This design comes from an exercise in tuning for small area, a short achievable clock period and few clock cycles on the open sky130 flow, not from production work.
RTL that was checked went through simulation tests only; none was proved equivalent to the original.
Function not checked in run 1: the RTL went through the layout flow alone.
Power is estimated from default activity; no workload was simulated. The clock port is modelled as an ideal driver; clocking choices that lean on that would not hold on a real chip.

**flow/flow/run.sh**
```bash
#!/bin/bash
# Standard ORFS layout (unchanged synthesis, SDC and clock) with:
#  - timing repair aimed at a larger setup slack margin, so it keeps working
#    below the 11 ns clock;
#  - port buffers of the smallest buffer cell (every port is still buffered);
#  - a clock tree of clkbuf_16 with larger sink clusters and no dummy loads.
set -euo pipefail
CTS="-sink_clustering_enable -repair_clock_nets -sink_clustering_size 32 -sink_clustering_max_diameter 120 -buf_list sky130_fd_sc_hd__clkbuf_16 -dont_use_dummy_load"
bash standard.sh SETUP_SLACK_MARGIN=7.4 \
  "BUFFER_PORTS_ARGS=-buffer_cell sky130_fd_sc_hd__buf_1" \
  "CTS_ARGS=$CTS" finish > make_finish.log 2>&1
```
**flow/standard.sh**
```bash
#!/bin/bash
# synth_recipe.tcl (not shown) runs the flow's synth.tcl, then flattens the netlist and writes it again
# the make line also repeats each setting of config.mk as NAME=value (left out here)
make -C /OpenROAD-flow-scripts/flow DESIGN_CONFIG=/design/flow/config.mk WORK_HOME=/design/flow/orfs CLKGATE_MAP_FILE= SYNTH_SCRIPT=/design/flow/synth_recipe.tcl "${@:-finish}"
```
**flow/config.mk**
```make
export PLATFORM = sky130hd
export DESIGN_NAME = fdrd_stream
export DESIGN_NICKNAME = fdrd_stream
export VERILOG_FILES = /design/flow/design.v
export SDC_FILE = /design/flow/constraint.sdc
export NUM_CORES = 4
export LEC_CHECK = 0
export CAP_MARGIN = 20
export CORE_MARGIN = 2
export CORE_UTILIZATION = 55
export SLEW_MARGIN = 20
```
**flow/constraint.sdc**
```tcl
create_clock -name core_clock -period 11.0 [get_ports {clk}]
set_input_delay 2.2000 -clock core_clock [delete_from_list [all_inputs] [get_ports {clk}]]
set_output_delay 2.2000 -clock core_clock [all_outputs]
set_load 0.01 [all_outputs]
```
**flow/design.v**
```verilog
module fdrd_stream (
    input  wire        clk,
    input  wire        rst,             
    input  wire        start,
    input  wire [11:0] frame_len,
    output wire        start_ready,
    input  wire        in_valid,
    input  wire [7:0]  in_data,
    output wire        in_ready,
    output reg         rec_valid,
    output wire [63:0] rec_ts,
    output wire [7:0]  rec_prio,
    output wire [31:0] rec_lon,
    output wire [31:0] rec_lat,
    output wire [15:0] rec_alt,
    output wire [15:0] rec_angle,
    output wire [7:0]  rec_sats,
    output wire [15:0] rec_speed,
    output wire [15:0] rec_event_io,
    output wire [15:0] rec_total_io,
    output wire [15:0] rec_cnt_1b,
    output wire [15:0] rec_cnt_2b,
    output wire [15:0] rec_cnt_4b,
    output wire [15:0] rec_cnt_8b,
    output wire [15:0] rec_cnt_nx,
    output wire [9:0]  rec_elem_first,
    output wire [10:0] rec_off,
    output wire [10:0] rec_len,
    output reg         elem_valid,
    output wire [15:0] elem_id,
    output wire [2:0]  elem_kind,
    output wire [7:0]  elem_rec,
    output wire [15:0] elem_vlen,
    output wire [10:0] elem_voff,
    output wire [63:0] elem_val,
    output reg         done,
    output reg  [2:0]  result,
    output wire [7:0]  anomaly,
    output wire [15:0] crc_calc,
    output wire [7:0]  ack,
    output wire [7:0]  rec_count,
    output wire [9:0]  elem_count,
    output wire [10:0] err_pos
);
    localparam [2:0] R_OK        = 3'd1;
    localparam [2:0] R_FRAME_LEN = 3'd2;
    localparam [2:0] R_SHORT     = 3'd3;
    localparam [2:0] R_CODEC     = 3'd4;
    localparam [2:0] R_CRC       = 3'd5;
    localparam [2:0] R_MALFORMED = 3'd6;
    localparam S_HDR  = 0,     
               S_END  = 1,     
               S_RH   = 2,     
               S_CNT0 = 3,     
               S_CNT1 = 4,     
               S_ID0  = 5,
               S_ID1  = 6,
               S_NXL0 = 7,
               S_NXL1 = 8,
               S_V0   = 9,     
               S_V    = 10;    
    function [15:0] crc_byte(input [15:0] c, input [7:0] d);
        integer i;
        reg [15:0] x;
        begin
            x = c ^ {8'h00, d};
            for (i = 0; i < 8; i = i + 1)
                x = x[0] ? ((x >> 1) ^ 16'hA001) : (x >> 1);
            crc_byte = x;
        end
    endfunction
    reg        idle;          
    reg        inr;           
    reg        st_tk;         
    reg [11:0] rc;            
    reg        tk;            
    reg [7:0]  db;            
    reg        dbz;           
    reg        lt1, lt2, lt4, lt8, lt26;
    assign start_ready = idle;
    assign in_ready    = inr;
    wire take    = in_valid && inr;
    wire st_take = start && idle;
    wire len_ok  = (frame_len >= 12'd15) && (frame_len <= 12'd2048);
    always @(posedge clk) begin
        db  <= in_data;
        dbz <= (in_data == 8'd0);
        if (take) begin
            lt1  <= (rc < 12'd2);
            lt2  <= (rc < 12'd3);
            lt4  <= (rc < 12'd5);
            lt8  <= (rc < 12'd9);
            lt26 <= (rc < 12'd27);
        end else begin
            lt1  <= (rc < 12'd1);
            lt2  <= (rc < 12'd2);
            lt4  <= (rc < 12'd4);
            lt8  <= (rc < 12'd8);
            lt26 <= (rc < 12'd26);
        end
        if (rst) begin
            inr <= 1'b0;
            tk  <= 1'b0;
        end else begin
            tk <= take;
            if (st_take) begin
                rc  <= frame_len - 12'd4;
                inr <= len_ok;
            end else if (take) begin
                rc <= rc - 12'd1;
                if (rc == 12'hFFD) inr <= 1'b0;
            end
        end
    end
    reg [10:0]  st;
    reg [10:0]  pos;          
    reg [10:0]  fcnt;
    reg [2:0]   grp;          
    reg [9:0]   grem;         
    reg         gbig;         
    reg [7:0]   rec_idx;      
    reg [9:0]   elem_idx;     
    reg [7:0]   n1;
    reg [15:0]  crc;
    reg         is8, is8e;
    reg         f_pre, f_dfl, f_rhi, f_n1n2, f_n2rec, f_slack, f_trunc, f_mal;
    reg         crc_ok;
    reg [191:0] sr1;          
    reg [31:0]  sr2;          
    reg [49:0]  cs;           
    reg [10:0]  roff;         
    reg [9:0]   efirst;
    reg [10:0]  rlen;
    reg [15:0]  id;
    reg [10:0]  nxlen;
    reg         nxbig;
    reg [10:0]  voff;
    reg [63:0]  acc;
    wire        cdc_ok  = is8 || is8e;
    wire        body    = !rc[11] && rc != 12'd0;
    wire [10:0] pos_inc = pos + 11'd1;
    reg fail;
    always @(*) begin
        fail = 1'b0;
        if (st[S_RH]) begin
            if (is8) begin
                if (fcnt[4:0] == 5'd28) fail = lt26;
            end else begin
                case (fcnt[4:0])
                    5'd28: fail = lt8;
                    5'd20: fail = lt1;
                    5'd19: fail = lt4;
                    5'd15: fail = lt4;
                    5'd11: fail = lt2;
                    5'd9:  fail = lt2;
                    5'd7:  fail = lt1;
                    5'd6:  fail = lt2;
                    5'd4:  fail = lt2;
                    5'd2:  fail = lt2;
                    default: fail = 1'b0;
                endcase
            end
        end
        if (st[S_CNT0] || st[S_ID0] || st[S_NXL0]) fail = lt2;
        if (st[S_V0]) fail = nxbig || (rc < {1'b0, nxlen});
    end
    wire        rh_last  = is8 ? (fcnt[4:0] == 5'd3) : (fcnt[4:0] == 5'd1);
    wire        last_rec = (rec_idx == n1 - 8'd1);
    wire        cnt_zero = !gbig && grem[9:8] == 2'd0 && dbz;
    wire        last_el  = !gbig && grem == 10'd1;
    wire        nxl_zero = !nxbig && nxlen[10:8] == 3'd0 && dbz;
    wire [7:0]  rec_idx_n = rec_idx + {7'd0, rec_valid};
    wire [3:0]  hp       = pos[3:0];              
    wire        ok_now   = cdc_ok && crc_ok && (db == crc[7:0]) && !f_mal;
    wire        hdr_end = st[S_HDR] && hp == 4'd9;
    wire        isv     = st[S_V0] || st[S_V];
    wire        v_last  = (fcnt == 11'd1);
    wire        do_fail = fail;
    wire        do_elem = !fail && ((st[S_NXL1] && nxl_zero) || (isv && v_last));
    wire        do_rec  = !fail && ((st[S_RH] && rh_last && is8)
                                 || (st[S_CNT1] && cnt_zero && grp[2])
                                 || (do_elem && last_el && grp[2]));
    wire        grp_adv = st[S_CNT0];
    wire [10:0] st_n;
    assign st_n[S_HDR]  = st[S_HDR] && !hdr_end;
    assign st_n[S_END]  = st[S_END] || fail || (hdr_end && !(cdc_ok && !dbz))
                          || (do_rec && last_rec);
    assign st_n[S_RH]   = !fail && ((hdr_end && cdc_ok && !dbz) || (st[S_RH] && !rh_last))
                          || (do_rec && !last_rec);
    assign st_n[S_CNT0] = !fail && ((st[S_RH] && rh_last && !is8)
                                 || (st[S_CNT1] && cnt_zero && !grp[2])
                                 || (do_elem && last_el && !grp[2]));
    assign st_n[S_CNT1] = !fail && st[S_CNT0];
    assign st_n[S_ID0]  = !fail && ((st[S_CNT1] && !cnt_zero) || (do_elem && !last_el));
    assign st_n[S_ID1]  = !fail && st[S_ID0];
    assign st_n[S_NXL0] = st[S_ID1] && grp[2];
    assign st_n[S_NXL1] = !fail && st[S_NXL0];
    assign st_n[S_V0]   = (st[S_ID1] && !grp[2]) || (st[S_NXL1] && !nxl_zero);
    assign st_n[S_V]    = !fail && isv && !v_last;
    reg [10:0] fcnt_n;
    always @(*) begin
        fcnt_n = fcnt;
        if (st[S_RH] || isv) fcnt_n = fcnt - 11'd1;
        if (st[S_ID1])       fcnt_n = {7'd0, grp == 3'd3, grp == 3'd2, grp == 3'd1, grp == 3'd0};
        if (st[S_NXL1])      fcnt_n = {nxlen[10:8], db};
        if (hdr_end || do_rec) fcnt_n = 11'd28;
    end
    always @(posedge clk) begin
        rec_valid  <= 1'b0;
        elem_valid <= 1'b0;
        done       <= 1'b0;
        rlen       <= pos_inc - roff;
        rec_idx    <= rec_idx_n;
        st_tk      <= st_take;
        if (st_take) begin
            idle   <= 1'b0;
            result <= (frame_len > 12'd2048) ? R_FRAME_LEN : R_SHORT;
        end
        if (st_tk) begin
            st       <= 11'd1 << S_HDR;
            pos      <= 11'd0;
            crc      <= 16'd0;
            rec_idx  <= 8'd0;
            elem_idx <= 10'd0;
            f_pre    <= 1'b0;
            f_dfl    <= 1'b0;
            f_rhi    <= 1'b0;
            f_n1n2   <= 1'b0;
            f_slack  <= 1'b0;
            f_trunc  <= 1'b0;
            f_n2rec  <= 1'b0;
            f_mal    <= 1'b0;
            crc_ok   <= 1'b1;
            n1       <= 8'd0;
            roff     <= 11'd0;
            if (!inr) begin
                done <= 1'b1;
                idle <= 1'b1;
            end
        end
        if (tk) begin
            pos  <= pos_inc;
            st   <= st_n;
            fcnt <= fcnt_n;
            if (st[S_HDR]) begin
                if (hp[3:2] == 2'd0 && !dbz) f_pre <= 1'b1;
                if ((hp == 4'd4 || hp == 4'd5) && !dbz) f_dfl <= 1'b1;
                if (hp == 4'd6) id[15:8] <= db;
                if (hp == 4'd7) id[7:0] <= db;
                if (hp == 4'd9 && id >= {4'd0, rc}) f_dfl <= 1'b1;
                if (hp == 4'd8) begin
                    is8  <= (db == 8'h08);
                    is8e <= (db == 8'h8E);
                end
                if (hp == 4'd9) n1 <= db;
            end
            if (!rc[11] && !(st[S_HDR] && !hp[3])) crc <= crc_byte(crc, db);
            if (rc == 12'd0) begin
                f_n1n2  <= (db != n1);
                f_n2rec <= (db != rec_idx_n);
            end
            if ((rc == 12'hFFF || rc == 12'hFFE) && !dbz) begin
                f_rhi  <= 1'b1;
                crc_ok <= 1'b0;
            end
            if (rc == 12'hFFD && db != crc[15:8]) crc_ok <= 1'b0;
            if (rc == 12'hFFC) begin
                done <= 1'b1;
                idle <= 1'b1;
                if (!cdc_ok)
                    result <= R_CODEC;
                else if (!crc_ok || db != crc[7:0])
                    result <= R_CRC;
                else if (f_mal)
                    result <= R_MALFORMED;
                else
                    result <= R_OK;
                if (!ok_now) begin
                    n1       <= 8'd0;
                    rec_idx  <= 8'd0;
                    elem_idx <= 10'd0;
                    f_trunc  <= 1'b0;
                    f_n2rec  <= 1'b0;
                    f_slack  <= 1'b0;
                end
                if (!(cdc_ok && crc_ok && db == crc[7:0] && f_mal)) roff <= 11'd0;
            end
            if (body && (st[S_END] || (do_fail && is8))) f_slack <= 1'b1;
            if (do_fail) begin
                if (is8) f_trunc <= 1'b1;
                else     f_mal   <= 1'b1;
            end
            if ((st[S_RH] && fcnt[4:0] == 5'd28) || (do_fail && !is8)) roff <= pos;
            if (st[S_RH] && fcnt[4:0] == 5'd28) efirst <= elem_idx;
            if (grp_adv) begin
                grp       <= grp + 3'd1;
                grem[9:8] <= db[1:0];
                gbig      <= (db[7:2] != 6'd0);
            end
            if (st[S_RH] && rh_last) grp <= 3'd7;
            if (st[S_CNT1]) grem[7:0] <= db;
            if (st[S_ID0]) id[15:8] <= db;
            if (st[S_ID1]) id[7:0] <= db;
            if (st[S_ID1] || st[S_NXL1]) voff <= pos_inc;
            if (st[S_ID1] && !grp[2]) begin
                nxlen <= {7'd0, grp == 3'd3, grp == 3'd2, grp == 3'd1, grp == 3'd0};
                nxbig <= 1'b0;
            end
            if (st[S_NXL0]) begin
                nxlen[10:8] <= db[2:0];
                nxbig       <= (db[7:3] != 5'd0);
            end
            if (st[S_NXL1]) nxlen[7:0] <= db;
            if (do_elem) begin
                elem_valid <= 1'b1;
                elem_idx   <= elem_idx + 10'd1;
                grem       <= grem - 10'd1;
            end
            if (do_rec) rec_valid <= 1'b1;
        end
        if (rst) begin
            idle  <= 1'b1;
            st_tk <= 1'b0;
        end
    end
    wire rh     = tk && st[S_RH];
    wire sr1_en = rh && fcnt[4:0] > 5'd4;
    wire sr2_en = rh && (is8 || fcnt[4:0] <= 5'd4);
    wire cs_en  = (rh && is8) || (tk && st[S_CNT1]);
    wire acc_en = tk && (isv || st[S_ID0]);
    always @(posedge clk) begin
        if (sr1_en) sr1 <= {sr1[183:0], db};
        if (sr2_en) sr2 <= {sr2[23:0], db & {8{!is8}}};
        if (cs_en)  cs  <= {cs[39:0], {grem[9:8], db} & {10{!is8}}};
        if (acc_en) acc <= {acc[55:0], db} & {64{isv}};
    end
    assign rec_ts         = sr1[191:128];
    assign rec_prio       = sr1[127:120];
    assign rec_lon        = sr1[119:88];
    assign rec_lat        = sr1[87:56];
    assign rec_alt        = sr1[55:40];
    assign rec_angle      = sr1[39:24];
    assign rec_sats       = sr1[23:16];
    assign rec_speed      = sr1[15:0];
    assign rec_event_io   = sr2[31:16];
    assign rec_total_io   = sr2[15:0];
    assign rec_cnt_1b     = {6'd0, cs[49:40]};
    assign rec_cnt_2b     = {6'd0, cs[39:30]};
    assign rec_cnt_4b     = {6'd0, cs[29:20]};
    assign rec_cnt_8b     = {6'd0, cs[19:10]};
    assign rec_cnt_nx     = {6'd0, cs[9:0]};
    assign rec_elem_first = efirst;
    assign rec_off        = roff;
    assign rec_len        = rlen;
    assign elem_id   = id;
    assign elem_kind = grp;
    assign elem_rec  = rec_idx;
    assign elem_vlen = {5'd0, nxlen};
    assign elem_voff = voff;
    assign elem_val  = acc;
    assign anomaly    = {f_rhi, f_slack, f_pre, f_dfl, f_trunc, f_n1n2, f_n2rec, f_trunc};
    assign crc_calc   = crc;
    assign ack        = n1;
    assign rec_count  = rec_idx;
    assign elem_count = elem_idx;
    assign err_pos    = roff;
endmodule
```
==> results of run 1 <==
==> sequential cells by signal, indices dropped and copies added (netlist names), 10 cells and up <==
signal    cells
sr1         192
acc          64
cs           50
sr2          32
crc          16
id           16
rc           12
fcnt         11
nxlen        11
pos          11
rlen         11
roff         11
st           11
voff         11
efirst       10
elem_idx     10
grem         10
==> cells by family after synthesis <==
family	Yosys count	share of synthesized area (%)
buffers and inverters	204	4.778
AO/OA/AOI/OAI	183	5.522
multiplexers	16	0.7373
XOR/XNOR	110	4.401
other	1	0.01713
flip-flops	545	70.33
adder cells (fa/ha/maj)	64	3.693
AND/OR/NAND/NOR	448	10.52
==> power by group through the flow <==
stage	sequential [mW]	clock (mW)	combinational [mW]
finish	2.27	0.925	0.171
global route	2.27	1.00	0.189
CTS	2.27	0.948	0.172
detailed placement	2.31	0	0.170
global placement	2.31	0	0.168
floorplan	2.31	0	0.117
==> layout make-up <==
cell class                      count  area [sq um]  share of cell area [%]
Sequential cell                   545         15400                   62.52
Multi-Input combinational cell    856          5637                   22.89
Timing Repair Buffer              530          2074                   8.423
Tap cell                          525         656.9                   2.667
Clock buffer                       21         525.5                   2.134
Inverter                           90         337.8                   1.372
==> synthesized netlist by cell type (all sizes together) (4+ instances only) <==
master / n
edfxtp: 448
nor2: 99
dfxtp: 97
nand2: 91
inv: 90
nor2b: 81
buf: 76
xnor2: 75
ha: 63
o21ai: 55
a21oi: 46
clkbuf: 38
nand3: 36
nor3: 36
xor2: 35
and3: 24
and2: 21
mux2i: 15
nor4: 12
nand4: 11
nand2b: 9
nor3b: 9
a21o: 8
a31oi: 8
o211ai: 8
o21a: 8
or3: 8
or4: 7
a22o: 5
a2111oi: 4
a211o: 4
a21boi: 4
a32oi: 4
==> routing by layer <==
layer / share of wire, % / global-route usage [%]
met2: 49 / 45.21
met3: 7.7 / 5.992
met4: 3.2 / 8.316
met5: 0 / 0
met1: 40 / 34.24
==> worst max path at each step <==
stage | endpoint | startpoint | slack, ns
5_1_grt | elem_count[0] | elem_idx[0] | 7.41
4_1_cts | rec_ts[8] | sr1[136] | 7.43
6_report | elem_vlen[5] | nxlen[5] | 7.43
3_5_place_dp | rc[8] | start | 6.73
3_3_place_gp | rc[7] | start | 6.84
2_1_floorplan | sr1[0] | fcnt[1] | 6.93
==> results.yml, run 1 <==
outcome:
  run_status: "complete, no violations"
power:
  p_leak_nw: 8.440
  power_density_mw_per_mm2: 136.6
  p_sw_share_pct: 21.32
  switchingPower_mw: 0.7169
  p_int_mw: 2.646
  ir_drop_v: 0.0001159
  power_mw: 3.363
  clock_power_share_pct: 27.5
  combinationalPowerShare_pct: 5.1
  seq_power_share_pct: 67.4
min_path:
  min-delay-path-class: "reg2reg"
  hp-start: "sr1[19]"
  hold_path_end: "sr1[27]"
  holdPathStages: 0
clock_tree:
  path_clk_slew_ns: 0.12
  cts_tree: "yes"
  postCtsSetupBuffers: 0
  cts_buffers: 21
  clk_latency_ns: 0.58
  cts.repair.resized: 3
  cts_root_buf: "clkbuf_16"
  clk_path_buf_depth: 3
  cts_hold_buf: 0
  ctsHtreeMaxLevel: 1
  clock-sinks: 545
cells_and_area:
  drive_above_1_share_pct: 3.477
  fillers: 3200
  n_antenna_cell: 0
  fin_nets: 2132
  utilization_pct: 62.27
  area_growth_pct: 12.51
  stdcell_count: 2567
  layout_commonest_cell: "buf_1"
  postLayoutCellArea_sq_mm: 0.02463
  most-common-layout-cells: "buf_1, edfxtp_1, nor2_1, dfxtp_1, nand2_1"
floorplan:
  placementRows: 73
  core_area_sq_mm: 0.03955
  die_h_microns: 203.5
  io_pins: 547
  start_util_pct: 55.35
  die_area_sq_mm: 0.04141
  die_w_microns: 203.5
routing:
  wl_microns: 56980
  dr.pass1.iters: 5
  first_iter_violations: 1022
  vias: 13750
  antenna_left: 0
  wl_per_cell_microns: 22.20
  avgViaCountPerCell: 5.357
  drc: 0
timing:
  finalMaxSlewViolations: 0
  clock_skew_ns: 0.1066
  finalHoldViolCount: 0
  fmax_mhz: 279.8
  timing_worst_slew_pin_value_ns: 1.027
  slew-limit-headroom_pct: 31.46
  fin_tns_setup_ns: 0
  setup_viol_count_final: 0
  rsz0062_at_grt: "no"
  min_period_over_period_pct: 32.49
  period_needed_ns: 3.574
  fin_ws_ns: 7.426
  hold_ws_ns: 0.4334
synth:
  synth-edff-count: 448
  synth.avg_cell_area_sq_um: 13.93
  netlist_top_cells_area: "edfxtp_1, dfxtp_1, ha_1"
  async_reset_ff_share_pct: 0
  yosysUniqueCellTypes: 70
  netlist_instances: 1571
  yosysTopAreaCellShare_pct: 61.46
  synth_seq_area_share_pct: 70.33
  ys_ff_latch: 545
  ys.flop_type: "edfxtp_1"
  yosys_warnings: 1
  synth.largest_area_cell: "edfxtp_1"
  syn_area_sq_mm: 0.02189
setup_path:
  start_kind: "flop"
  reg2reg_setup_slack_ns: 7.80
  crit_family: "flip-flops"
  crit_fanout: 2
  r2r-end: "fcnt[8]"
  rr_startpoint: "rc[9]"
  r2r_cells: 7
  slowest_stage: "edfxtp_1"
  arrival_ns: 1.37
  path_buf_inv: 1
  worstPathCellList: "buf_1"
  path_class: "reg2out"
  worst_setup_path_end_kind: "output pin"
  cp_data_required_time_ns: 8.80
  cp_slowest_stage_delay_ns: 0.48
  cp.depth: 1
place:
  dp.cells: 2546
  port_buffers: 511
  globalplace.congestion: 0.9070
  place_ws_ns: 6.727
  placed_area_sq_mm: 0.02410
  dp_hpwl_microns: 42800
global_routing:
  grt-ovfl-total: 0
  grt_use_total_pct: 26.63
  grt_max_degree: 193
  grt_pass1_wl_microns: 81160
  antenna_found_initial: 3
  grt_pass1_vias: 12840
job:
  drv_cap: 0
==> run 2: changes to the inputs <==
--- a/flow/design.v
+++ b/flow/design.v
@@ -87,3 +87,3 @@
         dbz <= (in_data == 8'd0);
-        if (take) begin
+        if (tk) begin
             lt1  <= (rc < 12'd2);
@@ -106,7 +106,8 @@
             if (st_take) begin
-                rc  <= frame_len - 12'd4;
+                rc  <= frame_len;
                 inr <= len_ok;
-            end else if (take) begin
-                rc <= rc - 12'd1;
-                if (rc == 12'hFFD) inr <= 1'b0;
+            end else begin
+                if (st_tk)   rc <= rc - 12'd5;
+                else if (tk) rc <= rc - 12'd1;
+                if (take && (tk ? rc == 12'hFFD : rc == 12'hFFC)) inr <= 1'b0;
             end
@@ -120,2 +121,5 @@
     reg         gbig;         
+    reg         gl1;          
+    reg         lr;           
+    reg         vfail;        
     reg [7:0]   rec_idx;      
@@ -164,8 +168,8 @@
         if (st[S_CNT0] || st[S_ID0] || st[S_NXL0]) fail = lt2;
-        if (st[S_V0]) fail = nxbig || (rc < {1'b0, nxlen});
+        if (st[S_V0]) fail = vfail;
     end
     wire        rh_last  = is8 ? (fcnt[4:0] == 5'd3) : (fcnt[4:0] == 5'd1);
-    wire        last_rec = (rec_idx == n1 - 8'd1);
+    wire        last_rec = lr;
     wire        cnt_zero = !gbig && grem[9:8] == 2'd0 && dbz;
-    wire        last_el  = !gbig && grem == 10'd1;
+    wire        last_el  = gl1;
     wire        nxl_zero = !nxbig && nxlen[10:8] == 3'd0 && dbz;
@@ -213,7 +217,5 @@
         rec_idx    <= rec_idx_n;
+        lr         <= (rec_idx_n == n1 - 8'd1);
         st_tk      <= st_take;
-        if (st_take) begin
-            idle   <= 1'b0;
-            result <= (frame_len > 12'd2048) ? R_FRAME_LEN : R_SHORT;
-        end
+        if (st_take) idle <= 1'b0;
         if (st_tk) begin
@@ -235,2 +237,3 @@
             roff     <= 11'd0;
+            result <= (rc > 12'd2048) ? R_FRAME_LEN : R_SHORT;
             if (!inr) begin
@@ -300,3 +303,8 @@
             if (st[S_RH] && rh_last) grp <= 3'd7;
-            if (st[S_CNT1]) grem[7:0] <= db;
+            if (st[S_CNT1]) begin
+                grem[7:0] <= db;
+                gl1       <= !gbig && grem[9:8] == 2'd0 && db == 8'd1;
+            end
+            if (st[S_ID1]) vfail <= (rc <= {8'd0, grp == 3'd3, grp == 3'd2, grp == 3'd1, grp == 3'd0});
+            if (st[S_NXL1]) vfail <= nxbig || ({1'b0, nxlen[10:8], db} >= rc);
             if (st[S_ID0]) id[15:8] <= db;
@@ -317,2 +325,3 @@
                 grem       <= grem - 10'd1;
+                gl1        <= !gbig && grem == 10'd2;
             end
--- a/flow/flow/run.sh
+++ b/flow/flow/run.sh
@@ -7,4 +7,4 @@
 set -euo pipefail
-CTS="-sink_clustering_enable -repair_clock_nets -sink_clustering_size 32 -sink_clustering_max_diameter 120 -buf_list sky130_fd_sc_hd__clkbuf_16 -dont_use_dummy_load"
-bash standard.sh SETUP_SLACK_MARGIN=7.4 \
+CTS="-sink_clustering_enable -repair_clock_nets -sink_clustering_size 26 -sink_clustering_max_diameter 100 -buf_list sky130_fd_sc_hd__clkbuf_16 -dont_use_dummy_load"
+bash standard.sh SETUP_SLACK_MARGIN=7.7 \
   "BUFFER_PORTS_ARGS=-buffer_cell sky130_fd_sc_hd__buf_1" \
==> run 2 against run 1 <==
  * Still clean
  * Power grew 5.1%
  * Flip-flop and latch count is 3 higher
  * Clock power is 9% higher
  * Synthesized cell count fell by 2.0%
  * Combinational power increased by 39%
==> results.yml, run 2 <==
clock_tree:
  clk_latency_ns: 0.58
  cts_root_buf: "clkbuf_16"
  cts_tree: "yes"
  clock-sinks: 548
  cts_buffers: 25
  clk_path_buf_depth: 3
  path_clk_slew_ns: 0.10
  ctsHtreeMaxLevel: 1
setup_path:
  start_kind: "flop"
  rr_startpoint: "pos[0]"
  r2r-end: "rlen[9]"
  worst_setup_path_end_kind: "output pin"
  path_buf_inv: 1
  cp_slowest_stage_delay_ns: 0.69
  worstPathCellList: "buf_1"
  reg2reg_setup_slack_ns: 7.98
  cp.depth: 1
  crit_fanout: 1
  slowest_stage: "edfxtp_1"
  arrival_ns: 1.48
  r2r_cells: 10
  cp_data_required_time_ns: 8.80
  crit_family: "flip-flops"
  path_class: "reg2out"
timing:
  hold_ws_ns: 0.3838
  period_needed_ns: 3.679
  timing_worst_slew_pin_value_ns: 1.125
  finalHoldViolCount: 0
  min_period_over_period_pct: 33.44
  rsz0062_at_grt: "yes"
  fmax_mhz: 271.8
  slew-limit-headroom_pct: 24.73
  finalMaxSlewViolations: 0
  fin_tns_setup_ns: 0
  setup_viol_count_final: 0
  clock_skew_ns: 0.07287
synth:
  yosysTopAreaCellShare_pct: 61.90
  synth.largest_area_cell: "edfxtp_1"
  synth.avg_cell_area_sq_um: 14.18
  async_reset_ff_share_pct: 0
  synth-edff-count: 450
  synth.most_common_cell: "edfxtp_1"
  ys.flop_type: "edfxtp_1"
  syn_area_sq_mm: 0.02183
  yosysUniqueCellTypes: 79
  synth_common_cells: "edfxtp_1, dfxtp_1, nor2_1"
  synth_seq_area_share_pct: 70.89
  netlist_instances: 1539
  ys_ff_latch: 548
  netlist_top_cells_area: "edfxtp_1, dfxtp_1, ha_1"
  yosys_warnings: 1
place:
  dp_hpwl_microns: 42060
  globalplace.congestion: 0.8994
  placed_area_sq_mm: 0.02401
  port_buffers: 511
global_routing:
  grt_pass1_vias: 13560
  grt_pass1_wl_microns: 84150
  grt-ovfl-total: 0
  grt_max_degree: 193
  grt_use_total_pct: 27.54
  antenna_found_initial: 4
power:
  p_leak_nw: 10.97
  ir_drop_v: 0.0001268
  combinationalPowerShare_pct: 6.7
  p_int_mw: 2.761
  seq_power_share_pct: 64.8
  p_sw_share_pct: 21.92
  power_density_mw_per_mm2: 128.2
  switchingPower_mw: 0.7750
  clock_power_share_pct: 28.5
cells_and_area:
  layout_commonest_cell: "edfxtp_1"
  reg_top3: "sr1 x192, acc x64, cs x50"
  drive_above_1_share_pct: 36.03
  fin_nets: 2318
  area_growth_pct: 26.34
  largest_reg_flops: 192
  postLayoutCellArea_sq_mm: 0.02758
  regMostFlops: "sr1"
  most-common-layout-cells: "edfxtp_1, buf_4, clkbuf_2"
  n_antenna_cell: 0
routing:
  first_iter_violations: 1038
  drc: 0
  wl_microns: 59820
  vias: 14560
  avgViaCountPerCell: 5.305
  dr.pass1.iters: 5
  wl_per_cell_microns: 21.80
  antenna_left: 0
floorplan:
  io_pins: 547
  die_area_sq_mm: 0.04130
  core_area_sq_mm: 0.03892
  placementRows: 72
  die_h_microns: 203.2
  start_util_pct: 56.09
  die_w_microns: 203.2
job:
  drv_cap: 0
outcome:
  run_status: "complete, no violations"
min_path:
  min-delay-path-class: "reg2reg"
  hold_path_end: "sr1[25]"
  hp-start: "sr1[17]"
  holdPathStages: 0
run 2: cell type report:
type / count / area, sq um
flip-flops and latches: 548 / 15640
fillers: 2732 / 11340
multi-input cells: 848 / 5615
repair buffers: 740 / 4806
well taps: 518 / 648.1
clock buffers: 25 / 625.6
inverters: 65 / 244.0
run 2: power groups by stage:
stage / sequential (mW) / combinational, mW / clock [mW]
global route: 2.30 / 0.261 / 1.08
global placement: 2.34 / 0.207 / 0
detailed placement: 2.35 / 0.211 / 0
floorplan: 2.35 / 0.143 / 0
CTS: 2.29 / 0.231 / 1.03
finish: 2.29 / 0.238 / 1.01
run 2: kinds of logic after synthesis:
| logic type | after synthesis | share of synthesized area, % |
|---|---|---|
| simple gates | 440 | 10.40 |
| other cells | 1 | 0.01718 |
| compound gates | 187 | 5.715 |
| buf+inv | 177 | 4.270 |
| xor+xnor | 116 | 4.688 |
| fa+ha+maj | 66 | 3.817 |
| flops | 548 | 70.89 |
| mux | 4 | 0.2006 |
run 2: timing repair:
item / in CTS / in global routing
hold buffers: 0 / 0
setup endpoints to repair: 466 / 435
cloned: 0 / 0
buffers inserted: 137 / 79
resized for setup: 446 / 253
run 2: how the worst max path moves through the flow:
stage                            start          to  slack, ns
after floorplan                fcnt[0]      sr1[0]       6.92
after global placement    frame_len[7]         inr       7.49
after detailed placement  frame_len[7]         inr       7.48
after CTS                     sr1[188]  rec_ts[60]       7.27
after global routing          sr1[188]  rec_ts[60]       7.25
final                         sr1[188]  rec_ts[60]       7.32
run 2: per-layer routing:
layer | GRT usage (%) | wire, microns
met1 | 35.68 | 23890
met2 | 45.62 | 29180
met3 | 6.695 | 4433
met4 | 9.619 | 2287
met5 | 0 | 31
run 2: per-stage QoR:
| stage | util (%) | worst slack, ns | cells | total power [mW] |
|---|---|---|---|---|
| final | 70.87 | 7.321 | 2744 | 3.536 |
| after global routing | 70.87 | 7.252 | 2744 | 3.640 |
| after CTS | 68.21 | 7.272 | 2665 | 3.546 |
| after detailed placement | 61.69 | 7.485 | 2503 | 2.557 |
| after global placement | 61.68 | 7.486 | 2503 | 2.552 |
| after floorplan | - | 6.924 | 1573 | 2.488 |
Testbench counts of run 2, summed over its fixed seeds: cycles 92,202.
==> run 3: changes to the inputs <==
--- a/flow/flow/run.sh
+++ b/flow/flow/run.sh
@@ -8,3 +8,3 @@
 CTS="-sink_clustering_enable -repair_clock_nets -sink_clustering_size 26 -sink_clustering_max_diameter 100 -buf_list sky130_fd_sc_hd__clkbuf_16 -dont_use_dummy_load"
-bash standard.sh SETUP_SLACK_MARGIN=7.7 \
+bash standard.sh SETUP_SLACK_MARGIN=7.55 \
   "BUFFER_PORTS_ARGS=-buffer_cell sky130_fd_sc_hd__buf_1" \
--- a/flow/config.mk
+++ b/flow/config.mk
@@ -9,3 +9,4 @@
 export CORE_MARGIN = 2
-export CORE_UTILIZATION = 55
+export CORE_UTILIZATION = 70
+export PLACE_DENSITY = 0.8
 export SLEW_MARGIN = 20
==> run 3 against run 2 <==
  * Largest power group unchanged
  * Flip-flop and latch count is the same
  * Hold slack gained 0.0049 ns
  * Via count shrank 2.8%
  * Still clean
==> results.yml, run 3 <==
timing:
  slew-limit-headroom_pct: 24.93
  setup_viol_count_final: 0
  hold_ws_ns: 0.3888
  rsz0062_at_grt: "yes"
  period_needed_ns: 3.546
  finalHoldViolCount: 0
  clock_skew_ns: 0.06267
  fin_tns_setup_ns: 0
  fin_ws_ns: 7.454
  fmax_mhz: 282.0
  finalMaxSlewViolations: 0
  min_period_over_period_pct: 32.24
  timing_worst_slew_pin_value_ns: 1.122
routing:
  dr.pass1.iters: 6
  drc: 0
  wl_microns: 54180
  vias: 14150
  first_iter_violations: 1279
  wl_per_cell_microns: 22.36
  antenna_left: 0
  avgViaCountPerCell: 5.839
setup_path:
  slowest_stage: "edfxtp_1"
  path_buf_inv: 1
  crit_family: "flip-flops"
  rr_startpoint: "pos[0]"
  crit_fanout: 2
  worst_setup_path_end_kind: "output pin"
  path_class: "reg2out"
  reg2reg_setup_slack_ns: 7.93
  r2r-end: "rlen[10]"
  worstPathCellList: "clkbuf_2"
  cp_data_required_time_ns: 8.80
  cp.depth: 1
  arrival_ns: 1.35
  start_kind: "flop"
  r2r_cells: 10
  cp_slowest_stage_delay_ns: 0.56
cells_and_area:
  multi_input_area_sq_mm: 0.005597
  fin_nets: 2119
  reg_top3: "sr1 x192, acc x64, cs x50"
  most-common-layout-cells: "buf_1, edfxtp_1, nand2_1, nor2_1, dfxtp_1"
  fillers: 1830
  ff_latch_area_sq_mm: 0.01549
  drive_above_1_share_pct: 5.871
  n_antenna_cell: 0
  area_growth_pct: 12.82
  utilization_pct: 80.30
  layout_commonest_cell: "buf_1"
  regMostFlops: "sr1"
  largest_reg_flops: 192
floorplan:
  die_h_microns: 180.6
  placementRows: 64
  die_area_sq_mm: 0.03261
  core_area_sq_mm: 0.03067
  start_util_pct: 71.18
  io_pins: 547
  die_w_microns: 180.6
clock_tree:
  cts_buffers: 25
  ctsHtreeMaxLevel: 1
  cts_root_buf: "clkbuf_16"
  path_clk_slew_ns: 0.10
  cts_hold_buf: 0
  clock-sinks: 548
  clk_path_buf_depth: 3
  clk_latency_ns: 0.58
  cts_tree: "yes"
synth:
  ys_ff_latch: 548
  synth.largest_area_cell: "edfxtp_1"
  synth.avg_cell_area_sq_um: 14.18
  netlist_top_cells_area: "edfxtp_1, dfxtp_1, ha_1"
  synth-edff-count: 450
  synthAdderAreaFrac_pct: 3.817
  yosysUniqueCellTypes: 79
  synth_top_family_by_area: "simple AND/OR/NAND/NOR gates"
  synth_seq_area_share_pct: 70.89
  async_reset_ff_share_pct: 0
  synth-xor-area-share_pct: 4.688
  ys.flop_type: "edfxtp_1"
  yosysTopAreaCellShare_pct: 61.90
  synth-compound-area-share_pct: 5.714
  syn_area_sq_mm: 0.02183
  yosys_warnings: 1
  yosys-mux-area-fraction_pct: 0.2006
  synth.most_common_cell: "edfxtp_1"
  synth-simple-area-share_pct: 10.40
  netlist_instances: 1539
  synth_common_cells: "edfxtp_1, dfxtp_1, nor2_1"
global_routing:
  grt_pass1_vias: 13160
  grt_pass1_wl_microns: 79500
  antenna_found_initial: 3
  grt-ovfl-total: 0
  grt_max_degree: 100
  grt_use_total_pct: 32.12
power:
  seq_power_share_pct: 65.7
  power_mw: 3.499
  p_leak_nw: 8.464
  combinationalPowerShare_pct: 6.1
  ir_drop_v: 0.0002312
  switchingPower_mw: 0.7529
  p_int_mw: 2.746
  p_sw_share_pct: 21.52
  clock_power_share_pct: 28.2
  power_density_mw_per_mm2: 142.1
min_path:
  hold_path_end: "sr1[22]"
  hp-start: "sr1[14]"
  holdPathStages: 0
  min-delay-path-class: "reg2reg"
place:
  dp_hpwl_microns: 39920
  port_buffers: 511
  globalplace.congestion: 0.9717
  place_ws_ns: 7.331
outcome:
  run_status: "complete, no violations"
job:
  drv_cap: 0
## run 3: cell counts after synthesis
No cell type changed its count.
## run 3: routing by layer
metal	global-route usage [%]	routed length, microns	vias to the layer above
met1	44.03	20840	6873
met4	8.290	1576	2
met5	0	14	-
met2	52.95	26070	772
li1	-	-	6384
met3	7.195	5680	116
## run 3: layout make-up
class                   count  area share, %
clock buffers              25          2.540
inverters                  65         0.9907
multi-input cells         848          22.73
flip-flops and latches    548          62.89
well taps                 396          2.012
repair buffers            541          8.840
## run 3: worst max-delay path by stage
stage,startpoint,to
6_report,sr1[180],rec_ts[52]
3_3_place_gp,start,rc[5]
2_1_floorplan,fcnt[0],sr1[0]
5_1_grt,sr1[180],rec_ts[52]
4_1_cts,sr1[180],rec_ts[52]
3_5_place_dp,start,rc[7]
## run 3: power by group through the flow
stage,combinational [mW],clock (mW),sequential [mW]
floorplan,0.143,0,2.35
global placement,0.199,0,2.34
detailed placement,0.206,0,2.35
CTS,0.210,0.993,2.30
global route,0.232,1.05,2.30
finish,0.212,0.988,2.30
## run 3: cell families (layout without fill, tap and decap cells)
| kind of cell | count (synthesis) | after routing |
|---|---|---|
| other | 1 | 35 |
| multiplexers | 4 | 4 |
| AND/OR/NAND/NOR | 440 | 440 |
| buffers and inverters | 177 | 631 |
| AO/OA/AOI/OAI | 187 | 187 |
| adder cells (fa/ha/maj) | 66 | 66 |
| XOR/XNOR | 116 | 116 |
| flip-flops | 548 | 548 |
## run 3: timing repair
action | 4_1_cts | 5_1_grt
setup endpoints to repair | 29 | 19
resized for setup | 18 | 13
endpoints found under the hold margin | 0 | 0
buffers inserted | 9 | 7
## run 3: per-stage QoR
step | instances | instance area (sq um)
6_report | 2423 | 24630
5_1_grt | 2423 | 24630
4_1_cts | 2416 | 24550
3_5_place_dp | 2382 | 23830
3_3_place_gp | 2382 | 23830
2_1_floorplan | 1573 | 21990
==> run 4: changes to the inputs <==
--- a/flow/flow/run.sh
+++ b/flow/flow/run.sh
@@ -8,3 +8,3 @@
 CTS="-sink_clustering_enable -repair_clock_nets -sink_clustering_size 26 -sink_clustering_max_diameter 100 -buf_list sky130_fd_sc_hd__clkbuf_16 -dont_use_dummy_load"
-bash standard.sh SETUP_SLACK_MARGIN=7.55 \
+bash standard.sh SETUP_SLACK_MARGIN=7.6 \
   "BUFFER_PORTS_ARGS=-buffer_cell sky130_fd_sc_hd__buf_1" \
--- a/flow/config.mk
+++ b/flow/config.mk
@@ -9,4 +9,4 @@
 export CORE_MARGIN = 2
-export CORE_UTILIZATION = 70
-export PLACE_DENSITY = 0.8
+export CORE_UTILIZATION = 55
+export GPL_TIMING_DRIVEN = 1
 export SLEW_MARGIN = 20
==> run 4 against run 3 <==
  * Still clean
  * Flip-flop and latch count unchanged
  * Clock skew is 0.0044 ns higher
  * Synthesized cell count did not move
  * Design area grew 3.5%
  * Hold slack worse by 0.0084 ns
  * Utilization is 15 points lower
  * Critical endpoint is now rec_ts[60]
  * Highest routed layer is now met4
==> results.yml, run 4 <==
power:
  p_int_mw: 2.750
  power_density_mw_per_mm2: 138.1
  p_sw_share_pct: 21.84
  switchingPower_mw: 0.7685
  combinationalPowerShare_pct: 6.2
  ir_drop_v: 0.0001284
  power_mw: 3.519
  clock_power_share_pct: 28.5
  p_leak_nw: 9.069
  seq_power_share_pct: 65.3
synth:
  yosysTopAreaCellShare_pct: 61.90
  synth-edff-count: 450
  synth_seq_area_share_pct: 70.89
  synth.avg_cell_area_sq_um: 14.18
  yosys_warnings: 1
  ys.flop_type: "edfxtp_1"
  synth.largest_area_cell: "edfxtp_1"
  netlist_top_cells_area: "edfxtp_1, dfxtp_1, ha_1"
  yosysUniqueCellTypes: 79
  netlist_instances: 1539
  synth_common_cells: "edfxtp_1, dfxtp_1, nor2_1"
  async_reset_ff_share_pct: 0
  ys_ff_latch: 548
  synth.most_common_cell: "edfxtp_1"
  syn_area_sq_mm: 0.02183
timing:
  hold_ws_ns: 0.3804
  min_period_over_period_pct: 33.70
  fmax_mhz: 269.8
  setup_viol_count_final: 0
  rsz0062_at_grt: "yes"
  clock_skew_ns: 0.06703
  period_needed_ns: 3.707
  slew-limit-headroom_pct: 22.70
  fin_ws_ns: 7.293
  fin_tns_setup_ns: 0
  finalHoldViolCount: 0
  finalMaxSlewViolations: 0
  timing_worst_slew_pin_value_ns: 1.159
setup_path:
  worst_setup_path_end_kind: "output pin"
  crit_fanout: 1
  slowest_stage: "edfxtp_1"
  arrival_ns: 1.51
  r2r-end: "fcnt[4]"
  cp_slowest_stage_delay_ns: 0.68
  start_kind: "flop"
  worstPathCellList: "buf_1"
  path_buf_inv: 1
  rr_startpoint: "nxlen[9]"
  path_class: "reg2out"
  cp_data_required_time_ns: 8.80
  crit_family: "flip-flops"
  reg2reg_setup_slack_ns: 7.71
  r2r_cells: 9
cells_and_area:
  drive_above_1_share_pct: 14.16
  fin_nets: 2168
  layout_commonest_cell: "edfxtp_1"
  largest_reg_flops: 192
  n_antenna_cell: 0
  most-common-layout-cells: "edfxtp_1, buf_1, nor2_1"
  regMostFlops: "sr1"
  reg_top3: "sr1 x192, acc x64, cs x50"
  stdcell_count: 2594
  area_growth_pct: 16.74
global_routing:
  grt_max_degree: 193
  grt_use_total_pct: 26.80
  grt-ovfl-total: 0
  grt_pass1_wl_microns: 81680
  grt_pass1_vias: 12970
  antenna_found_initial: 2
routing:
  antenna_left: 0
  drc: 0
  dr.pass1.iters: 5
  avgViaCountPerCell: 5.327
  first_iter_violations: 1034
  wl_microns: 57430
  vias: 13820
  wl_per_cell_microns: 22.14
clock_tree:
  clk_path_buf_depth: 3
  cts_root_buf: "clkbuf_16"
  clk_latency_ns: 0.59
  cts_buffers: 25
  cts_tree: "yes"
  ctsHtreeMaxLevel: 1
  clock-sinks: 548
  cts_hold_buf: 0
  path_clk_slew_ns: 0.10
job:
  drv_cap: 0
floorplan:
  die_area_sq_mm: 0.04130
  core_area_sq_mm: 0.03892
  die_w_microns: 203.2
  die_h_microns: 203.2
  io_pins: 547
  placementRows: 72
  start_util_pct: 56.09
min_path:
  holdPathStages: 0
  hold_path_end: "sr1[27]"
  hp-start: "sr1[19]"
  min-delay-path-class: "reg2reg"
place:
  globalplace.congestion: 0.8683
  place_ws_ns: 7.339
  dp_hpwl_microns: 42180
  port_buffers: 511
  dp.cells: 2504
outcome:
  run_status: "complete, no violations"
[run 4: worst max path at each step]
stage	start	depth (start not counted)	end	slack, ns
after floorplan	fcnt[0]	5	sr1[0]	6.92
after global placement	frame_len[7]	6	inr	7.36
after detailed placement	start	3	rc[7]	7.34
after CTS	sr1[188]	1	rec_ts[60]	7.24
after global routing	sr1[188]	1	rec_ts[60]	7.27
final	sr1[188]	1	rec_ts[60]	7.29
[run 4: cell families (layout without fill, tap and decap cells)]
family	Yosys count	count (layout)	share of synthesized area, %
flip-flops	548	548	70.89
AND/OR/NAND/NOR	440	440	10.40
AO/OA/AOI/OAI	187	187	5.715
buffers and inverters	177	680	4.270
XOR/XNOR	116	116	4.688
adder cells (fa/ha/maj)	66	66	3.817
multiplexers	4	4	0.2006
other	1	35	0.01718
[run 4: power groups by stage]
stage	clock, mW	combinational, mW	sequential [mW]
floorplan	0	0.143	2.35
global placement	0	0.207	2.35
detailed placement	0	0.210	2.35
CTS	1.02	0.215	2.30
global route	1.09	0.241	2.30
finish	1.00	0.216	2.30
[run 4: stage by stage]
stage	util (%)	cell area (sq um)
after floorplan	-	21990
after global placement	61.65	23990
after detailed placement	61.67	24000
after CTS	64.46	25090
after global routing	65.48	25480
final	65.48	25480
[run 4: area by class of cell]
cell class,instances,area [sq um]
inverter,65,244.0
timing repair buffer,590,2833
multi-input combinational,848,5599
fill,3034,13430
sequential,548,15530
tap,518,648.1
clock buffer,25,625.6
[run 4: metal layers]
layer  vias to the layer above  GRT usage (%)  share of wire [%]  routed length [microns]
met3                        60          6.536                8.4                     4842
li1                       6478              -                  -                        -
met4                         0          6.361                2.1                     1210
met1                      6761          34.93                 40                    23050
met5                         -              0                  0                        0
met2                       520          45.56                 49                    28330
[run 4: timing repair]
action / CTS / global route
endpoints found under the setup margin: 121 / 127
buffers inserted: 35 / 30
pin swaps: 0 / 0
gates resized for setup: 111 / 103
gates cloned: 0 / 0
==> run 5: changes to the inputs <==
--- a/flow/flow/run.sh
+++ b/flow/flow/run.sh
@@ -8,3 +8,3 @@
 CTS="-sink_clustering_enable -repair_clock_nets -sink_clustering_size 26 -sink_clustering_max_diameter 100 -buf_list sky130_fd_sc_hd__clkbuf_16 -dont_use_dummy_load"
-bash standard.sh SETUP_SLACK_MARGIN=7.6 \
+bash standard.sh SETUP_SLACK_MARGIN=7.5 \
   "BUFFER_PORTS_ARGS=-buffer_cell sky130_fd_sc_hd__buf_1" \
--- a/flow/config.mk
+++ b/flow/config.mk
@@ -8,5 +8,5 @@
 export CAP_MARGIN = 20
+export CORE_ASPECT_RATIO = 3
 export CORE_MARGIN = 2
 export CORE_UTILIZATION = 55
-export GPL_TIMING_DRIVEN = 1
 export SLEW_MARGIN = 20
==> run 5 against run 4 <==
  * Via count shrank 0.73%
  * Wire length shrank 2.4%
  * Flip-flop and latch count is the same
  * Global-route usage shrank 0.33 points
  * Power shrank 0.17%
  * Sequential share of layout area grew 1.7 points
  * Synthesized area is the same
  * Maximum frequency grew 7.2%
==> results.yml, run 5 <==
clock_tree:
  cts_tree: "yes"
  path_clk_slew_ns: 0.11
  ctsHtreeMaxLevel: 1
  cts_buffers: 25
  clk_latency_ns: 0.59
  cts_root_buf: "clkbuf_16"
  clock-sinks: 548
  clk_path_buf_depth: 3
  cts_hold_buf: 0
power:
  power_mw: 3.513
  combinationalPowerShare_pct: 6.1
  ir_drop_v: 0.0001893
  p_int_mw: 2.747
  clock_power_share_pct: 28.6
  switchingPower_mw: 0.7653
  p_leak_nw: 8.381
  power_density_mw_per_mm2: 142.3
  seq_power_share_pct: 65.4
  p_sw_share_pct: 21.79
timing:
  slew-limit-headroom_pct: 28.00
  setup_viol_count_final: 0
  rsz0062_at_grt: "no"
  finalHoldViolCount: 0
  fmax_mhz: 289.3
  finalMaxSlewViolations: 0
  period_needed_ns: 3.457
  timing_worst_slew_pin_value_ns: 1.079
  min_period_over_period_pct: 31.42
  clock_skew_ns: 0.05770
  fin_tns_setup_ns: 0
synth:
  synth.most_common_cell: "edfxtp_1"
  netlist_top_cells_area: "edfxtp_1, dfxtp_1, ha_1"
  ys.flop_type: "edfxtp_1"
  async_reset_ff_share_pct: 0
  synth_common_cells: "edfxtp_1, dfxtp_1, nor2_1"
  ys_ff_latch: 548
  yosys_warnings: 1
  syn_area_sq_mm: 0.02183
  yosysUniqueCellTypes: 79
  netlist_instances: 1539
  yosysTopAreaCellShare_pct: 61.90
  synth.largest_area_cell: "edfxtp_1"
  synth-edff-count: 450
  synth.avg_cell_area_sq_um: 14.18
  synth_seq_area_share_pct: 70.89
job:
  drv_cap: 0
floorplan:
  die_h_microns: 349.1
  start_util_pct: 55.61
  die_w_microns: 119.0
  die_area_sq_mm: 0.04155
  io_pins: 547
  core_area_sq_mm: 0.03926
  placementRows: 126
cells_and_area:
  drive_above_1_share_pct: 4.812
  ff_latch_area_sq_mm: 0.01548
  stdcell_count: 2529
  area_growth_pct: 13.09
  most-common-layout-cells: "buf_1, edfxtp_1, dfxtp_1"
  fillers: 3126
  largest_reg_flops: 192
  fin_nets: 2108
  layout_commonest_cell: "buf_1"
  reg_top3: "sr1 x192, acc x64, cs x50"
  multi_input_area_sq_mm: 0.005609
  regMostFlops: "sr1"
routing:
  antenna_left: 0
  avgViaCountPerCell: 5.424
  wl_per_cell_microns: 22.16
  dr.pass1.iters: 5
  drc: 0
  first_iter_violations: 1020
  vias: 13720
  wl_microns: 56040
global_routing:
  grt_pass1_wl_microns: 82740
  antenna_found_initial: 2
  grt-ovfl-total: 0
  grt_use_total_pct: 26.46
  grt_max_degree: 97
  grt_pass1_vias: 13510
place:
  dp.cells: 2500
  globalplace.congestion: 0.9115
  port_buffers: 511
  dp_hpwl_microns: 42190
setup_path:
  r2r_cells: 7
  start_kind: "flop"
  slowest_stage: "dfxtp_1"
  cp_slowest_stage_delay_ns: 0.48
  path_buf_inv: 1
  rr_startpoint: "fcnt[0]"
  arrival_ns: 1.26
  r2r-end: "sr1[25]"
  crit_family: "flip-flops"
  crit_path_start: "n1[5]"
  path_class: "reg2out"
  crit_fanout: 6
  reg2reg_setup_slack_ns: 7.79
  cp_data_required_time_ns: 8.80
  worstPathCellList: "buf_1"
  worst_setup_path_end_kind: "output pin"
min_path:
  holdPathStages: 0
  min-delay-path-class: "reg2reg"
  hp-start: "sr1[37]"
  hold_path_end: "sr1[45]"
outcome:
  run_status: "complete, no violations"
run 5: repair_timing:
item,CTS,global route
endpoints found under the setup margin,109,27
resized for setup,14,5
setup buffers,1,2
run 5: logic make-up (layout without fill, tap and decap cells):
| logic type | count (synthesis) | count (layout) | share of synthesized area (%) |
|---|---|---|---|
| flip-flops | 548 | 548 | 70.89 |
| AND/OR/NAND/NOR | 440 | 440 | 10.40 |
| AO/OA/AOI/OAI | 187 | 187 | 5.715 |
| buffers and inverters | 177 | 620 | 4.270 |
| XOR/XNOR | 116 | 116 | 4.688 |
| adder cells (fa/ha/maj) | 66 | 66 | 3.817 |
| multiplexers | 4 | 4 | 0.2006 |
| other | 1 | 36 | 0.01718 |
run 5: routing by layer:
layer	share of wire [%]	track usage, %	routed length (microns)
met3	5.4	3.884	3040
met1	35	29.49	19800
met4	4.5	11.71	2546
met5	0.018	0	10
met2	55	49.20	30650
run 5: power by group through the flow:
| stage | Sequential (mW) | Combinational [mW] | Clock, mW |
|---|---|---|---|
| floorplan | 2.35 | 0.143 | 0 |
| global placement | 2.34 | 0.208 | 0 |
| detailed placement | 2.34 | 0.212 | 0 |
| CTS | 2.30 | 0.213 | 1.04 |
| global route | 2.30 | 0.234 | 1.09 |
| finish | 2.30 | 0.213 | 1.00 |
run 5: stage by stage:
stage	setup WS, ns	hold WS [ns]	area (sq um)	util, %
after floorplan	6.924	0.4242	21990	-
after global placement	7.084	0.4268	24000	61.13
after detailed placement	7.064	0.4309	24010	61.16
after CTS	7.503	0.4008	24660	62.83
after global routing	7.502	0.4208	24680	62.88
final	7.543	0.4125	24690	62.89
run 5: how the worst max path moves through the flow:
stage                   end  slack (ns)  cells after the start
3_3_place_gp            inr        7.08                      6
3_5_place_dp            inr        7.06                      6
4_1_cts          elem_id[9]        7.50                      1
5_1_grt        elem_vlen[8]        7.50                      1
2_1_floorplan        sr1[0]        6.92                      5
6_report             ack[5]        7.54                      1
run 5: final cells by class:
class	instances	area share [%]
timing repair buffer	530	8.449
multi-input combinational	848	22.72
clock buffer	25	2.534
inverter	65	0.9883
antenna	1	0.01014
sequential	548	62.70
tap	512	2.595
==> run 6: changes to the inputs <==
--- a/flow/config.mk
+++ b/flow/config.mk
@@ -8,3 +8,2 @@
 export CAP_MARGIN = 20
-export CORE_ASPECT_RATIO = 3
 export CORE_MARGIN = 2
==> run 6 against run 5 <==
  * Design area hardly changed
  * Maximum frequency is 0.87% lower
  * Combinational power is 2% lower
  * Hold slack worse by 0.019 ns
  * Clock power hardly changed
  * Synthesized cell count stayed put
  * Synthesized area stayed put
  * Setup slack worse by 0.030 ns
  * Utilization is 0.58 points higher
  * Power is 0.11% lower
  * Critical path type unchanged
  * Largest power group unchanged
  * Highest routed layer is now met4
==> results.yml, run 6 <==
synth:
  synth_seq_area_share_pct: 70.89
  synth.avg_cell_area_sq_um: 14.18
  yosys-mux-area-fraction_pct: 0.2006
  synth.most_common_cell: "edfxtp_1"
  synthAdderAreaFrac_pct: 3.817
  netlist_instances: 1539
  async_reset_ff_share_pct: 0
  synth-edff-count: 450
  ys_ff_latch: 548
  syn_area_sq_mm: 0.02183
  yosysUniqueCellTypes: 79
  synth_common_cells: "edfxtp_1, dfxtp_1, nor2_1"
  ys.flop_type: "edfxtp_1"
  synth-simple-area-share_pct: 10.40
  netlist_top_cells_area: "edfxtp_1, dfxtp_1, ha_1"
  yosys_warnings: 1
  yosysTopAreaCellShare_pct: 61.90
  synth-xor-area-share_pct: 4.688
  synth_top_family_by_area: "simple AND/OR/NAND/NOR gates"
  synth-compound-area-share_pct: 5.714
  synth.largest_area_cell: "edfxtp_1"
outcome:
  run_status: "complete, no violations"
floorplan:
  placementRows: 72
  die_area_sq_mm: 0.04130
  io_pins: 547
  start_util_pct: 56.09
  die_h_microns: 203.2
  die_w_microns: 203.2
  core_area_sq_mm: 0.03892
routing:
  first_iter_violations: 933
  avgViaCountPerCell: 5.318
  wl_microns: 55560
  drc: 0
  dr.pass1.iters: 5
  antenna_left: 0
  wl_per_cell_microns: 21.90
  vias: 13490
setup_path:
  cp_slowest_stage_delay_ns: 0.52
  rr_startpoint: "nxlen[10]"
  slowest_stage: "edfxtp_1"
  arrival_ns: 1.29
  crit_family: "flip-flops"
  path_buf_inv: 1
  reg2reg_setup_slack_ns: 7.79
  r2r_cells: 9
  path_class: "reg2out"
  cp_data_required_time_ns: 8.80
  crit_fanout: 2
  worstPathCellList: "buf_1"
  worst_setup_path_end_kind: "output pin"
  start_kind: "flop"
  r2r-end: "fcnt[6]"
cells_and_area:
  fin_nets: 2109
  largest_reg_flops: 192
  layout_commonest_cell: "buf_1"
  stdcell_count: 2537
  most-common-layout-cells: "buf_1, edfxtp_1, dfxtp_1"
  regMostFlops: "sr1"
  drive_above_1_share_pct: 4.859
  area_growth_pct: 13.15
  reg_top3: "sr1 x192, acc x64, cs x50"
power:
  ir_drop_v: 0.0001677
  p_leak_nw: 8.387
  power_density_mw_per_mm2: 142.1
timing:
  clock_skew_ns: 0.06277
  finalHoldViolCount: 0
  fmax_mhz: 286.8
  min_period_over_period_pct: 31.70
  rsz0062_at_grt: "yes"
  setup_viol_count_final: 0
  slew-limit-headroom_pct: 28.61
  timing_worst_slew_pin_value_ns: 1.068
  finalMaxSlewViolations: 0
  period_needed_ns: 3.487
  fin_tns_setup_ns: 0
global_routing:
  grt_pass1_wl_microns: 79320
  grt_use_total_pct: 25.97
  antenna_found_initial: 0
  grt_max_degree: 91
  grt_pass1_vias: 12490
  grt-ovfl-total: 0
min_path:
  hold_path_end: "sr1[32]"
  min-delay-path-class: "reg2reg"
  hp-start: "sr1[24]"
  holdPathStages: 0
place:
  dp_hpwl_microns: 41140
  dp.cells: 2503
  port_buffers: 511
  globalplace.congestion: 0.8761
clock_tree:
  path_clk_slew_ns: 0.10
  cts_buffers: 25
  cts_root_buf: "clkbuf_16"
  cts_tree: "yes"
  clock-sinks: 548
  clk_latency_ns: 0.60
  cts_hold_buf: 0
  clk_path_buf_depth: 3
  ctsHtreeMaxLevel: 1
job:
  drv_cap: 0
==> run 6: cell types whose count changed in the layout (fill, tap and decap cells not counted) <==
cell,before,now
a21oi_1,36,38
a21oi_2,5,3
buf_4,17,19
buf_2,10,9
buf_6,1,2
buf_8,1,0
dfxtp_1,94,93
dfxtp_2,4,5
diode_2,1,2
nor2_1,90,89
nor2_2,1,2
==> run 6: through the flow <==
step           util, %  total power [mW]  worst slack, ns  instance area [sq um]  hold WS, ns
2_1_floorplan        -             2.488            6.924                  21990       0.4242
3_3_place_gp     61.62             2.551            7.374                  23980       0.4272
3_5_place_dp     61.62             2.555            7.342                  23980       0.4295
4_1_cts          63.35             3.536            7.498                  24650       0.3890
5_1_grt          63.45             3.621            7.489                  24690       0.3871
6_report         63.47             3.509            7.513                  24700       0.3931
==> run 6: cell type report <==
cell class              count  area, sq um
diodes                      2        5.005
clock buffers              25        625.6
fillers                  3138        14220
inverters                  65        244.0
multi-input cells         848         5604
flip-flops and latches    548        15480
well taps                 518        648.1
repair buffers            531         2092
==> run 6: logic make-up (layout without fill, tap and decap cells) <==
logic type / Yosys count / after routing
DFF: 548 / 548
and+or+nand+nor: 440 / 440
AOI/OAI and AO/OA: 187 / 187
buffers and inverters: 177 / 621
xor gates and xnor gates: 116 / 116
adders and majority gates: 66 / 66
muxes: 4 / 4
other: 1 / 37
==> run 6: repair_timing <==
item,CTS,global route
pin swaps,0,0
cloned,0,0
resized for setup,13,5
setup endpoints to repair,18,6
buffers inserted,4,3
==> run 6: how the worst max path moves through the flow <==
stage | start | endpoint | slack [ns] | depth (start not counted)
after detailed placement | start | rc[9] | 7.34 | 3
after CTS | sr1[172] | rec_ts[44] | 7.50 | 1
final | sr1[172] | rec_ts[44] | 7.51 | 1
after floorplan | fcnt[0] | sr1[0] | 6.92 | 5
after global placement | start | rc[5] | 7.37 | 3
after global routing | sr1[172] | rec_ts[44] | 7.49 | 1
==> run 6: worst reg2reg max path, delay by kind of cell, from the launching register on <==
kind / cells / cell delay (ns)
DFF: 1 / 0.49
and+or+nand+nor: 4 / 1.10
buffers and inverters: 2 / 0.31
AOI/OAI and AO/OA: 3 / 0.89
==> run 6: routing by layer <==
layer / GRT usage, % / part of all wire [%] / routed length (microns) / vias to the layer above
met5: 0 / 0 / 0 / -
met3: 6.536 / 8.2 / 4572 / 71
li1: - / - / - / 6371
met1: 34.63 / 41 / 22760 / 6555
met2: 42.65 / 48 / 26740 / 495
met4: 7.143 / 2.7 / 1500 / 0
==> run 6: power by group <==
group          total (mW)  internal [mW]  switching (mW)  leakage (nW)
clock                1.00          0.408           0.592         0.308
combinational       0.209         0.0722           0.137          3.20
sequential           2.30           2.27          0.0329          4.88
==> run 7: changes to the inputs <==
--- a/flow/config.mk
+++ b/flow/config.mk
@@ -8,2 +8,3 @@
 export CAP_MARGIN = 20
+export CORE_ASPECT_RATIO = 0.35
 export CORE_MARGIN = 2
==> run 7 against run 6 <==
  * Largest cell class unchanged
  * Clock power about the same
  * Critical path depth unchanged
  * Still clean
  * Clock-buffer cell count unchanged
==> results.yml, run 7 <==
synth:
  async_reset_ff_share_pct: 0
  synth_seq_area_share_pct: 70.89
  ys_ff_latch: 548
  netlist_instances: 1539
  syn_area_sq_mm: 0.02183
  yosysTopAreaCellShare_pct: 61.90
  netlist_top_cells_area: "edfxtp_1, dfxtp_1, ha_1"
  synth.largest_area_cell: "edfxtp_1"
  synth.most_common_cell: "edfxtp_1"
  synth-edff-count: 450
  yosysUniqueCellTypes: 79
  yosys_warnings: 1
  synth.avg_cell_area_sq_um: 14.18
  synth_common_cells: "edfxtp_1, dfxtp_1, nor2_1"
  ys.flop_type: "edfxtp_1"
routing:
  vias: 13540
  drc: 0
  dr.pass1.iters: 5
  avgViaCountPerCell: 5.302
  top_layer: "met4"
  wl_microns: 51900
  first_iter_violations: 1186
  antenna_left: 0
  wl_met3_microns: 4159
  drt-met1-wl_microns: 22070
  met2RoutedLength_microns: 25050
  wl_per_cell_microns: 20.33
setup_path:
  slowest_stage: "edfxtp_1"
  start_kind: "flop"
  crit_fanout: 4
  cp_slowest_stage_delay_ns: 0.48
  arrival_ns: 1.24
  worstPathCellList: "buf_1"
  crit_family: "flip-flops"
  worst_setup_path_end_kind: "output pin"
  cp_data_required_time_ns: 8.80
  path_class: "reg2out"
  path_buf_inv: 1
timing:
  clock_skew_ns: 0.07520
  slew-limit-headroom_pct: 28.13
  fin_tns_setup_ns: 0
  setup_viol_count_final: 0
  period_needed_ns: 3.440
  finalHoldViolCount: 0
  fmax_mhz: 290.7
  finalMaxSlewViolations: 0
  timing_worst_slew_pin_value_ns: 1.078
  rsz0062_at_grt: "no"
  min_period_over_period_pct: 31.27
global_routing:
  grt-ovfl-total: 0
  antenna_found_initial: 1
  grt_max_degree: 101
  grt_use_total_pct: 24.08
  grt_pass1_vias: 12520
  grt_pass1_wl_microns: 75370
power:
  p_leak_nw: 8.320
  power_density_mw_per_mm2: 142.8
  ir_drop_v: 0.0001077
cells_and_area:
  reg_top3: "sr1 x192, acc x64, cs x50"
  most-common-layout-cells: "buf_1, edfxtp_1, dfxtp_1"
  fin_nets: 2103
  largest_reg_flops: 192
  layout_commonest_cell: "buf_1"
  drive_above_1_share_pct: 4.078
  area_growth_pct: 13.05
  postLayoutCellArea_sq_mm: 0.02468
  regMostFlops: "sr1"
floorplan:
  io_pins: 547
  die_w_microns: 340.8
  die_h_microns: 121.9
  die_area_sq_mm: 0.04152
  placementRows: 43
  start_util_pct: 55.51
  core_area_sq_mm: 0.03933
place:
  placed_area_sq_mm: 0.02402
  port_buffers: 511
  dp_hpwl_microns: 38350
  globalplace.congestion: 0.9739
min_path:
  min-delay-path-class: "reg2reg"
clock_tree:
  clock-sinks: 548
  clk_path_buf_depth: 3
  clk_latency_ns: 0.58
  cts_tree: "yes"
  cts_buffers: 25
  ctsHtreeMaxLevel: 1
  cts_root_buf: "clkbuf_16"
  path_clk_slew_ns: 0.11
job:
  drv_cap: 0
outcome:
  run_status: "complete, no violations"
==> run 7: kinds of logic (layout without fill, tap and decap cells) <==
family | after synthesis | in the layout | share of synthesized area (%)
muxes | 4 | 4 | 0.2006
and+or+nand+nor | 440 | 440 | 10.40
other | 1 | 37 | 0.01718
AOI/OAI and AO/OA | 187 | 187 | 5.715
buffers and inverters | 177 | 615 | 4.270
DFF | 548 | 548 | 70.89
adders and majority gates | 66 | 66 | 3.817
xor gates and xnor gates | 116 | 116 | 4.688
==> run 7: layout make-up <==
type	count	area [sq um]
sequential	548	15480
multi-input combinational	848	5618
tap	540	675.6
timing repair buffer	525	2032
clock buffer	25	625.6
inverter	65	244.0
antenna	2	5.005
fill	3157	14650
==> run 7: routing by layer <==
metal | vias up | track usage, %
li1 | 6335 | -
met1 | 6686 | 33.52
met2 | 466 | 39.77
met3 | 48 | 5.946
met4 | 0 | 3.304
met5 | - | 0
==> run 7: timing repair <==
action | CTS | global route
setup endpoints to repair | 1 | 3
cloned | 0 | 0
setup buffers | 1 | 0
hold buffers | 0 | 0
resized for setup | 0 | 3
==> run 7: final timing paths <==
kind / from / end / slack (ns) / depth (start not counted)
worst max-delay path: nxlen[8] / elem_vlen[8] / 7.56 / 1
worst min-delay path: sr1[99] / sr1[107] / 0.45 / 0
worst max register to register: fcnt[4] / fcnt[7] / 7.78 / 7
worst min register to register: sr1[99] / sr1[107] / 0.45 / 0
==> run 7: report_power, final <==
group	internal (mW)	total (mW)	leakage, nW	switching (mW)
registers	2.27	2.29	4.88	0.0285
clock network	0.408	1.01	0.308	0.606
logic	0.0729	0.214	3.13	0.141
==> run 7: per-stage QoR <==
stage | cells | hold WS, ns | utilization (%) | total power [mW] | worst slack (ns)
after floorplan | 1573 | 0.4242 | - | 2.488 | 6.924
after global placement | 2525 | 0.4268 | 61.07 | 2.547 | 7.241
after detailed placement | 2525 | 0.4303 | 61.07 | 2.553 | 7.166
after CTS | 2551 | 0.4317 | 62.68 | 3.547 | 7.509
after global routing | 2551 | 0.4551 | 62.73 | 3.642 | 7.501
final | 2553 | 0.4487 | 62.75 | 3.524 | 7.560

-- port drivers added, routing unchanged --
The results above use ideal ports. As a check the final layouts listed here were re-extracted and re-timed, cells and wires unchanged.
Step 1 sets driving cells, clkbuf_16 on the clock port and buf_2 on the other inputs (assumed; they add their load-dependent delay and slew).
Step 2 also shifts input and output timing later by t, the mid clock arrival at the registers, as if the neighbouring blocks saw the same clock.
Slacks: ideal / step 1 / step 2; pairs: ideal / step 1.
| run | t (ns) | setup slack, ns | worst setup path at the end | cell pins on the clock port's net |
|---|---|---|---|---|
| run 1 | 0.589 | 7.426 / 7.369 / 7.073 | input to register | 1 |
| run 2 | 0.597 | 7.321 / 7.265 / 7.506 | input to register | 1 |
| run 3 | 0.603 | 7.454 / 7.400 / 7.318 | input to register | 1 |
| run 4 | 0.623 | 7.293 / 7.232 / 7.319 | input to register | 1 |
| run 5 | 0.632 | 7.543 / 7.477 / 6.981 | input to register | 1 |
| run 6 | 0.623 | 7.513 / 7.455 / 7.324 | input to register | 1 |
| run 7 | 0.603 | 7.560 / 7.501 / 7.207 | input to register | 1 |
After both steps every run listed still meets setup and hold. For run 5, which loses most, drivers alone change the setup slack by -0.066 ns; drivers and shift together by -0.562 ns.
